Background: an optimization exercise with open tools, aiming at a short achievable clock period and few clock cycles. Do not read the settings as production practice.
Only simulation tests tie the RTL to the original design; equivalence was not proved.
Power figures rest on the tool's default switching activity, not on a simulated workload.

==> branch ember: inputs <==
## legv8_core
module legv8_core (
    input  wire        clk,
    input  wire        rst,
    output wire [63:0] imem_addr,
    input  wire [31:0] imem_data,
    input  wire        imem_valid,
    output wire        dmem_req,
    output wire        dmem_we,
    output wire [1:0]  dmem_size,
    output wire [11:0] dmem_addr,
    output wire [63:0] dmem_wdata,
    input  wire [63:0] dmem_rdata,
    input  wire        dmem_ready,
    output wire        done,
    output wire        faulted,
    output wire [2:0]  fault_code,
    output wire [63:0] fault_pc,
    output wire [63:0] fault_info,
    output wire [3:0]  flags
);
export LEC_CHECK = 0
export CAP_MARGIN = 50
export CORE_MARGIN = 2
export CORE_UTILIZATION = 24
export PLACE_DENSITY = 0.38
export SLEW_MARGIN = 70
export SYNTH_HIERARCHICAL = 1
create_clock -name core_clock -period 18.0 [get_ports {clk}]
standard.sh (not shown) runs the stock make flow with config.mk's settings and CLKGATE_MAP_FILE= SYNTH_SCRIPT=/design/flow/synth_recipe.tcl, a recipe that flattens the netlist after the stock synthesis.
==> flow/flow/run.sh <==
#!/bin/bash
# Layout flow: the standard ORFS flow (standard.sh, unchanged synthesis,
# floorplan, power grid, placement, CTS and routing) with two repair settings:
#  - port buffers are sky130_fd_sc_hd__buf_4 (instead of the default pick,
#    a delay buffer); every input and output port still gets its own buffer
#  - timing repair works until 12.5 ns of setup slack against the design's
#    18 ns clock, on the worst 10% of the endpoints
# The constraints (constraint.sdc: clock period, I/O delays, output load) are
# the design's, unchanged.  make's output goes to make.log here; ORFS writes
# each step's full log under orfs/logs/.
set -euo pipefail
bash standard.sh 'BUFFER_PORTS_ARGS=-buffer_cell sky130_fd_sc_hd__buf_4' \
    SETUP_SLACK_MARGIN=12.5 TNS_END_PERCENT=10 finish > make.log 2>&1
==> inputs of branch fjord, as changes to branch ember <==
--- a/flow/design.v
+++ b/flow/design.v
@@ -39,12 +39,13 @@
     reg         x_load, x_store, x_sg, x_ill;
     reg  [1:0]  x_sz;
     reg  [8:0]  x_off;
     reg  [4:0]  x_rd;
     reg         x_wr;                       
     reg  [63:0] a_q, b_q;
+    reg  [63:0] bx_q;                       
     reg         x_chk_bc, x_chk_cb;         
     reg  [3:0]  x_cond;
     reg         x_pred;                     
     reg  [63:0] x_alt;                      
     reg  [63:0] x_pc;
     reg  [31:0] x_ir;
@@ -214,28 +215,28 @@
     );
     wire        f_selrt  = (iw[31:24] == 8'hF8) || (iw[31:24] == 8'h38) || (iw[31:24] == 8'h78) ||
                            (iw[31:24] == 8'hB8) || (iw[31:24] == 8'hB5);
     wire [4:0]  f_rb     = f_selrt ? iw[4:0] : iw[20:16];
     wire [63:0] xa = a_q;
     wire [63:0] xb = b_q;                     
-    wire [63:0] opb_x = x_sub ? ~xb : xb;
+    wire [63:0] opb_x = bx_q;
     wire [65:0] sum_w = {1'b0, xa, 1'b1} + {1'b0, opb_x, x_sub};
     wire [64:0] sum   = sum_w[65:1];
     reg [63:0] y_oth;
     always @(*) begin
         if (x_and)       y_oth = xa & xb;
         else if (x_orr)  y_oth = xa | xb;
         else if (x_eor)  y_oth = xa ^ xb;
         else if (x_lsl)  y_oth = xa << x_sh;
         else             y_oth = xa >> x_sh;
     end
     wire [63:0] y = x_arith ? sum[63:0] : y_oth;
     wire f_n = sum[63];
-    wire [63:0] zt  = xa ^ opb_x;
-    wire [63:0] zo  = xa | opb_x;
-    wire f_z = (zt[0] == x_sub) && (zt[63:1] == zo[62:0]);
+    wire [63:0] zt  = xa ^ xb;
+    wire [63:0] zo  = xa | xb;
+    wire f_z = x_sub ? (zt == 64'd0) : ((zt[0] == 1'b0) && (zt[63:1] == zo[62:0]));
     wire f_c = x_addsc ? sum[64] : x_subsc ? (sum[64] & (xb != 64'd0)) : 1'b0;
     wire f_v = (xa[63] == xb[63]) && (sum[63] != xa[63]);
     reg  [30:0] zf;                                    
     wire aw_zero  = (aw_val == 64'd0);
     wire w_zero   = (w_val == 64'd0);
     wire x_lzero  = x_and ? ((xa & xb) == 64'd0) :
@@ -277,12 +278,13 @@
     wire x_stall  = x_act & x_is_mem & m1v & ~x_ill;
     wire do_mem   = x_act & x_is_mem & ~x_ill & in_range & ~m1v;
     wire flt_ill  = x_act & x_ill;
     wire flt_rng  = x_act & x_is_mem & ~x_ill & ~in_range;
     wire pop     = m0v & dmem_ready;
     wire q_empty = ~m1v & (~m0v | dmem_ready);           
+    wire [63:0] d_b     = is_i ? {{52{ir[21]}}, ir[21:10]} : (fwd_b ? y : rb);
     wire d_act   = run & dv & ~dend;
     wire d_go    = d_act & ~d_haz & ~x_stall & ~x_redir;
     wire kill_ev = d_go & is_alu & (f_rd != 5'd31);
     wire kx      = kill_ev & (x_rd == f_rd);
     wire k0      = m0_kill | (kill_ev & (m0_rd == f_rd));
     wire k1      = m1_kill | (kill_ev & (m1_rd == f_rd));
@@ -388,13 +390,14 @@
             x_ill   <= ~legal;
             x_sz    <= msize;
             x_off   <= ir[20:12];
             x_rd    <= f_rd;
             x_wr    <= is_alu;
             a_q     <= fwd_n ? y : ra;
-            b_q     <= is_i ? {{52{ir[21]}}, ir[21:10]} : (fwd_b ? y : rb);
+            b_q     <= d_b;
+            bx_q    <= op_sub ? ~d_b : d_b;
             x_chk_bc <= bc_guess;
             x_chk_cb <= cb_guess;
             x_cond  <= ir[3:0];
             x_pred  <= d_pred;
             x_alt   <= d_alt;
             x_pc    <= d_pc;
==> flow/flow/run.sh (replaced) <==
#!/bin/bash
# Layout flow: the standard ORFS flow (standard.sh, unchanged synthesis,
# floorplan, power grid, placement, CTS and routing) with two repair settings:
#  - port buffers are sky130_fd_sc_hd__buf_4 (instead of the default pick,
#    a delay buffer); every input and output port still gets its own buffer
#  - timing repair works until 13.2 ns of setup slack against the design's
#    18 ns clock, on the worst 10% of the endpoints
# The constraints (constraint.sdc: clock period, I/O delays, output load) are
# the design's, unchanged.  make's output goes to make.log here; ORFS writes
# each step's full log under orfs/logs/.
set -euo pipefail
bash standard.sh 'BUFFER_PORTS_ARGS=-buffer_cell sky130_fd_sc_hd__buf_4' \
    SETUP_SLACK_MARGIN=13.2 TNS_END_PERCENT=10 finish > make.log 2>&1
==> results.ini <==
[run_status]
status=no timing/DRC/antenna violations

[synth]
yosysSeqAreaShare_pct=48.5
ys_top_cells_by_count=edfxtp_1, nand2_1, clkbuf_1
synth_fp_nets=19600

[power]
power.group.top=combinational logic
comb_power_share_pct=35.2

[setup_path]
crit_path_end=fault_info[62]
reg2reg_to=pc_f[23]

[clock_network]
clock_sinks=3073

[routing]
wl_met1_microns=499000

[cells_and_area]
post-route-util_pct=30.3

[sta]
tightestPinTransition_ns=0.523

[place]
gp_congestion=0.965

[min_path]
holdPathEnd=w_sg

That was branch ember.
==> results.ini <==
[run_status]
status=no timing/DRC/antenna violations

[routing]
wl_met1_microns=510000

[cells_and_area]
dominant_cells=multi-input gates
post-route-util_pct=30.7

[power]
clkPwrFrac_pct=34.6
power.group.top=sequential cells
comb_power_share_pct=28.9

[setup_path]
cpMaxStageDelayCell=dfxtp_1
critPathKind=flop to primary output
reg2reg_to=pc_f[20]

[synth]
ys_top_cells_by_count=edfxtp_1, nand2_1, a21oi_1
muxShareOfSynthArea_pct=5.06
synth_fp_nets=19500
yosysSeqAreaShare_pct=49.1

[min_path]
holdPathEnd=aw_rd[4]

[clock_network]
clock_sinks=3137

[place]
gp_congestion=0.949
hpwl_microns=876000

[sta]
tightestPinTransition_ns=0.553

That was branch fjord.
Testbench counts of branch ember, summed over its fixed seeds: cycles 41,964.
Testbench counts of branch fjord, summed over its fixed seeds: cycles 41,964.

* * *

==> run E <==
legv8_core, a different RTL version from the one above (not shown whole).
==> module legv8_fetch_sel, before the edit <==
module legv8_fetch_sel (
    input  wire [63:0] pc,
    input  wire [31:0] iw,
    input  wire [3:0]  nzcv,
    input  wire        stable,       
    input  wire [37:0] hb_inc,
    input  wire [37:0] hb_dec,
    input  wire [44:0] hc_inc,
    input  wire [44:0] hc_dec,
    input  wire [63:0] f_next,       
    input  wire [63:0] other,        
    input  wire        use_f,        
    output wire        pred,
    output wire [63:0] alt,          
    output wire [63:0] pc_next
);
    wire n = nzcv[3], z = nzcv[2], v = nzcv[0];
    reg  cond;
    always @(*) begin
        case (iw[3:0])
            4'd0:    cond = z;
            4'd1:    cond = !z;
            4'd4:    cond = n;
            4'd5:    cond = !n;
            4'd6:    cond = v;
            4'd7:    cond = !v;
            4'd10:   cond = (n == v);
            4'd11:   cond = (n != v);
            4'd12:   cond = !z && (n == v);
            4'd13:   cond = !(!z && (n == v));
            default: cond = 1'b0;
        endcase
    end
    wire is_b  = (iw[31:26] == 6'b000101);
    wire is_bc = (iw[31:24] == 8'h54) && (iw[4] == 1'b0) &&
                 (iw[3:0] != 4'd2) && (iw[3:0] != 4'd3) && (iw[3:0] != 4'd8) &&
                 (iw[3:0] != 4'd9) && (iw[3:0] != 4'd14) && (iw[3:0] != 4'd15);
    wire is_cb = (iw[31:24] == 8'hB5);
    assign pred = is_b | (is_bc & (stable ? cond : iw[23])) | is_cb;
    wire [25:0] lo_b = pc[25:0] + iw[25:0];
    wire [18:0] lo_c = pc[18:0] + iw[23:5];
    wire [37:0] hi_b;
    wire [44:0] hi_c;
    legv8_hi_pick #(.W(19), .L(26)) u_b0 (.a(pc[25:0]), .b(iw[25:0]),
        .p(pc[44:26]), .pinc(hb_inc[18:0]), .pdec(hb_dec[18:0]), .hi(hi_b[18:0]));
    legv8_hi_pick #(.W(19), .L(26)) u_b1 (.a(pc[25:0]), .b(iw[25:0]),
        .p(pc[63:45]), .pinc(hb_inc[37:19]), .pdec(hb_dec[37:19]), .hi(hi_b[37:19]));
    legv8_hi_pick #(.W(23), .L(19)) u_c0 (.a(pc[18:0]), .b(iw[23:5]),
        .p(pc[41:19]), .pinc(hc_inc[22:0]), .pdec(hc_dec[22:0]), .hi(hi_c[22:0]));
    legv8_hi_pick #(.W(22), .L(19)) u_c1 (.a(pc[18:0]), .b(iw[23:5]),
        .p(pc[63:42]), .pinc(hc_inc[44:23]), .pdec(hc_dec[44:23]), .hi(hi_c[44:23]));
    wire [63:0] tgt = is_b ? {hi_b, lo_b} : {hi_c, lo_c};
    assign alt     = pred ? f_next : tgt;
    assign pc_next = (use_f & pred) ? tgt : other;
endmodule
clock: 18.0 ns
lec_check: 0
cap_margin: 50
core_margin: 2
core_utilization: 24
place_density: 0.38
slew_margin: 70
synth_hierarchical: 1
==> flow/flow/run.sh <==
#!/bin/bash
# Layout flow: the standard ORFS flow (standard.sh, unchanged synthesis,
# floorplan, power grid, placement, CTS and routing) with two repair settings:
#  - port buffers are sky130_fd_sc_hd__buf_4 (instead of the default pick,
#    a delay buffer); every input and output port still gets its own buffer
#  - timing repair works until 13.2 ns of setup slack against the design's
#    18 ns clock, on the worst 10% of the endpoints
# The constraints (constraint.sdc: clock period, I/O delays, output load) are
# the design's, unchanged.  make's output goes to make.log here; ORFS writes
# each step's full log under orfs/logs/.
set -euo pipefail
bash standard.sh 'BUFFER_PORTS_ARGS=-buffer_cell sky130_fd_sc_hd__buf_4' \
    SETUP_SLACK_MARGIN=13.2 TNS_END_PERCENT=10 finish > make.log 2>&1
==> run B (differences from run E) <==
--- a/flow/design.v
+++ b/flow/design.v
@@ -520,12 +520,20 @@
     wire [37:0] hi_b;
     wire [44:0] hi_c;
-    legv8_hi_pick #(.W(19), .L(26)) u_b0 (.a(pc[25:0]), .b(iw[25:0]),
-        .p(pc[44:26]), .pinc(hb_inc[18:0]), .pdec(hb_dec[18:0]), .hi(hi_b[18:0]));
-    legv8_hi_pick #(.W(19), .L(26)) u_b1 (.a(pc[25:0]), .b(iw[25:0]),
-        .p(pc[63:45]), .pinc(hb_inc[37:19]), .pdec(hb_dec[37:19]), .hi(hi_b[37:19]));
-    legv8_hi_pick #(.W(23), .L(19)) u_c0 (.a(pc[18:0]), .b(iw[23:5]),
-        .p(pc[41:19]), .pinc(hc_inc[22:0]), .pdec(hc_dec[22:0]), .hi(hi_c[22:0]));
-    legv8_hi_pick #(.W(22), .L(19)) u_c1 (.a(pc[18:0]), .b(iw[23:5]),
-        .p(pc[63:42]), .pinc(hc_inc[44:23]), .pdec(hc_dec[44:23]), .hi(hi_c[44:23]));
+    legv8_hi_pick #(.W(10), .L(26)) u_b0 (.a(pc[25:0]), .b(iw[25:0]),
+        .p(pc[35:26]), .pinc(hb_inc[9:0]),   .pdec(hb_dec[9:0]),   .hi(hi_b[9:0]));
+    legv8_hi_pick #(.W(10), .L(26)) u_b1 (.a(pc[25:0]), .b(iw[25:0]),
+        .p(pc[45:36]), .pinc(hb_inc[19:10]), .pdec(hb_dec[19:10]), .hi(hi_b[19:10]));
+    legv8_hi_pick #(.W(9), .L(26))  u_b2 (.a(pc[25:0]), .b(iw[25:0]),
+        .p(pc[54:46]), .pinc(hb_inc[28:20]), .pdec(hb_dec[28:20]), .hi(hi_b[28:20]));
+    legv8_hi_pick #(.W(9), .L(26))  u_b3 (.a(pc[25:0]), .b(iw[25:0]),
+        .p(pc[63:55]), .pinc(hb_inc[37:29]), .pdec(hb_dec[37:29]), .hi(hi_b[37:29]));
+    legv8_hi_pick #(.W(12), .L(19)) u_c0 (.a(pc[18:0]), .b(iw[23:5]),
+        .p(pc[30:19]), .pinc(hc_inc[11:0]),  .pdec(hc_dec[11:0]),  .hi(hi_c[11:0]));
+    legv8_hi_pick #(.W(11), .L(19)) u_c1 (.a(pc[18:0]), .b(iw[23:5]),
+        .p(pc[41:31]), .pinc(hc_inc[22:12]), .pdec(hc_dec[22:12]), .hi(hi_c[22:12]));
+    legv8_hi_pick #(.W(11), .L(19)) u_c2 (.a(pc[18:0]), .b(iw[23:5]),
+        .p(pc[52:42]), .pinc(hc_inc[33:23]), .pdec(hc_dec[33:23]), .hi(hi_c[33:23]));
+    legv8_hi_pick #(.W(11), .L(19)) u_c3 (.a(pc[18:0]), .b(iw[23:5]),
+        .p(pc[63:53]), .pinc(hc_inc[44:34]), .pdec(hc_dec[44:34]), .hi(hi_c[44:34]));
     wire [63:0] tgt = is_b ? {hi_b, lo_b} : {hi_c, lo_c};
     assign alt     = pred ? f_next : tgt;
==> tab_implementation.tex <==
\begin{tabular}{lr}
\hline
Metric & Value \\
\hline
\multicolumn{2}{l}{\textbf{Yosys}} \\
\quad Sequential area share after synthesis & 49.5\% \\
\quad Share of cell area taken by muxes after synthesis & 4.49\% \\
\quad Leading cell types by count after synthesis & 2773 x sky130\_fd\_sc\_hd\_\_edfxtp\_1, 2711 x sky130\_fd\_sc\_hd\_\_nand2\_1, 1585 x sky130\_fd\_sc\_hd\_\_clkbuf\_1, 1583 x sky130\_fd\_sc\_hd\_\_o21ai\_0, 1576 x sky130\_fd\_sc\_hd\_\_a21oi\_1 \\
\multicolumn{2}{l}{\textbf{Finish}} \\
\quad Clock buffer cells & 530 \\
\quad Non-Clock Buffer Area Fraction & 10.8\% \\
\quad Non-clock buffer total of the final layout & 2194 \\
\quad Finished Cell Area & 0.248 mm² \\
\multicolumn{2}{l}{\textbf{Clocking}} \\
\quad Total CTS buffers & 404 \\
\multicolumn{2}{l}{\textbf{Drt}} \\
\quad Detailed Route WL & 1310000 µm \\
\quad Average wire per standard cell & 41.6 µm \\
\multicolumn{2}{l}{\textbf{Placed design}} \\
\quad Dpl cell area & 0.227 mm² \\
\quad Worst setup slack before clock tree synthesis & 10580 ps \\
\quad Placed Cells incl. Taps & 30300 \\
\multicolumn{2}{l}{\textbf{Critical path}} \\
\quad Worst path depth & 16 \\
\multicolumn{2}{l}{\textbf{Power}} \\
\quad Proportion of power drawn by the clock network & 29.0\% \\
\quad Power in the clock group & 8.51 mW \\
\quad Part of the total power dissipated in combinational logic & 37.7\% \\
\multicolumn{2}{l}{\textbf{Die}} \\
\quad Die width & 904 µm \\
\quad Chip height & 904 µm \\
\quad Floorplan die area & 0.817 mm² \\
\multicolumn{2}{l}{\textbf{Status}} \\
\quad Result of the run & finished clean \\
\multicolumn{2}{l}{\textbf{STA}} \\
\quad Maximum clock rate & 186 MHz \\
\hline
\end{tabular}
[end of results for run B]
==> tab_implementation.tex <==
\begin{tabular}{lr}
\hline
Metric & Value \\
\hline
\multicolumn{2}{l}{\textbf{Drt}} \\
\quad Average wire per standard cell & 42.9 µm \\
\multicolumn{2}{l}{\textbf{Power}} \\
\quad Part of the total power dissipated in combinational logic & 37.0\% \\
\multicolumn{2}{l}{\textbf{Die}} \\
\quad Die width & 899 µm \\
\quad Floorplan die area & 0.809 mm² \\
\quad Chip height & 899 µm \\
\multicolumn{2}{l}{\textbf{STA}} \\
\quad Maximum clock rate & 187 MHz \\
\multicolumn{2}{l}{\textbf{Placed design}} \\
\quad Worst setup slack before clock tree synthesis & 10570 ps \\
\multicolumn{2}{l}{\textbf{Finish}} \\
\quad Finished Cell Area & 0.245 mm² \\
\quad Clock buffer cells & 517 \\
\quad Non-clock buffer total of the final layout & 2145 \\
\multicolumn{2}{l}{\textbf{Yosys}} \\
\quad Leading cell types by count after synthesis & 2773 x sky130\_fd\_sc\_hd\_\_edfxtp\_1, 2684 x sky130\_fd\_sc\_hd\_\_nand2\_1, 1581 x sky130\_fd\_sc\_hd\_\_clkbuf\_1, 1568 x sky130\_fd\_sc\_hd\_\_o21ai\_0, 1544 x sky130\_fd\_sc\_hd\_\_a21oi\_1 \\
\quad Share of cell area taken by muxes after synthesis & 4.61\% \\
\quad Sequential area share after synthesis & 50.0\% \\
\multicolumn{2}{l}{\textbf{Clocking}} \\
\quad Total CTS buffers & 406 \\
\multicolumn{2}{l}{\textbf{Status}} \\
\quad Result of the run & finished clean \\
\hline
\end{tabular}
[end of results for run E]
Testbench counts of run E, summed over its fixed seeds: cycles 41,740.
Testbench counts of run B, summed over its fixed seeds: cycles 41,740.

## port drivers added, routing unchanged
The results above use ideal ports. As a check the final layouts listed here were re-extracted and re-timed, cells and wires unchanged.
Step 1, drivers: a clkbuf_16 drives clk and a buf_2 each remaining input, both assumed.
Step 2 also shifts input and output timing later by t, the mid clock arrival at the registers, as if the neighbouring blocks saw the same clock.
Three values: ideal, step 1, step 2; two values: the first two.
run | t (ns) | setup WS [ns] | worst setup path at the end | cell pins on the clock port's net
branch ember | 1.200 | 12.451 / 12.311 / 11.155 | input to register | 1
branch fjord | 1.200 | 12.553 / 12.236 / 11.036 | input to register | 1
run E | 1.223 | 12.653 / 12.558 / 11.431 | input to register | 1
run B | 1.220 | 12.623 / 12.574 / 11.451 | input to register | 1
After both steps setup and hold are still met in every run listed. For branch fjord, which loses most, drivers alone change the setup slack by -0.317 ns; drivers and shift together by -1.517 ns.
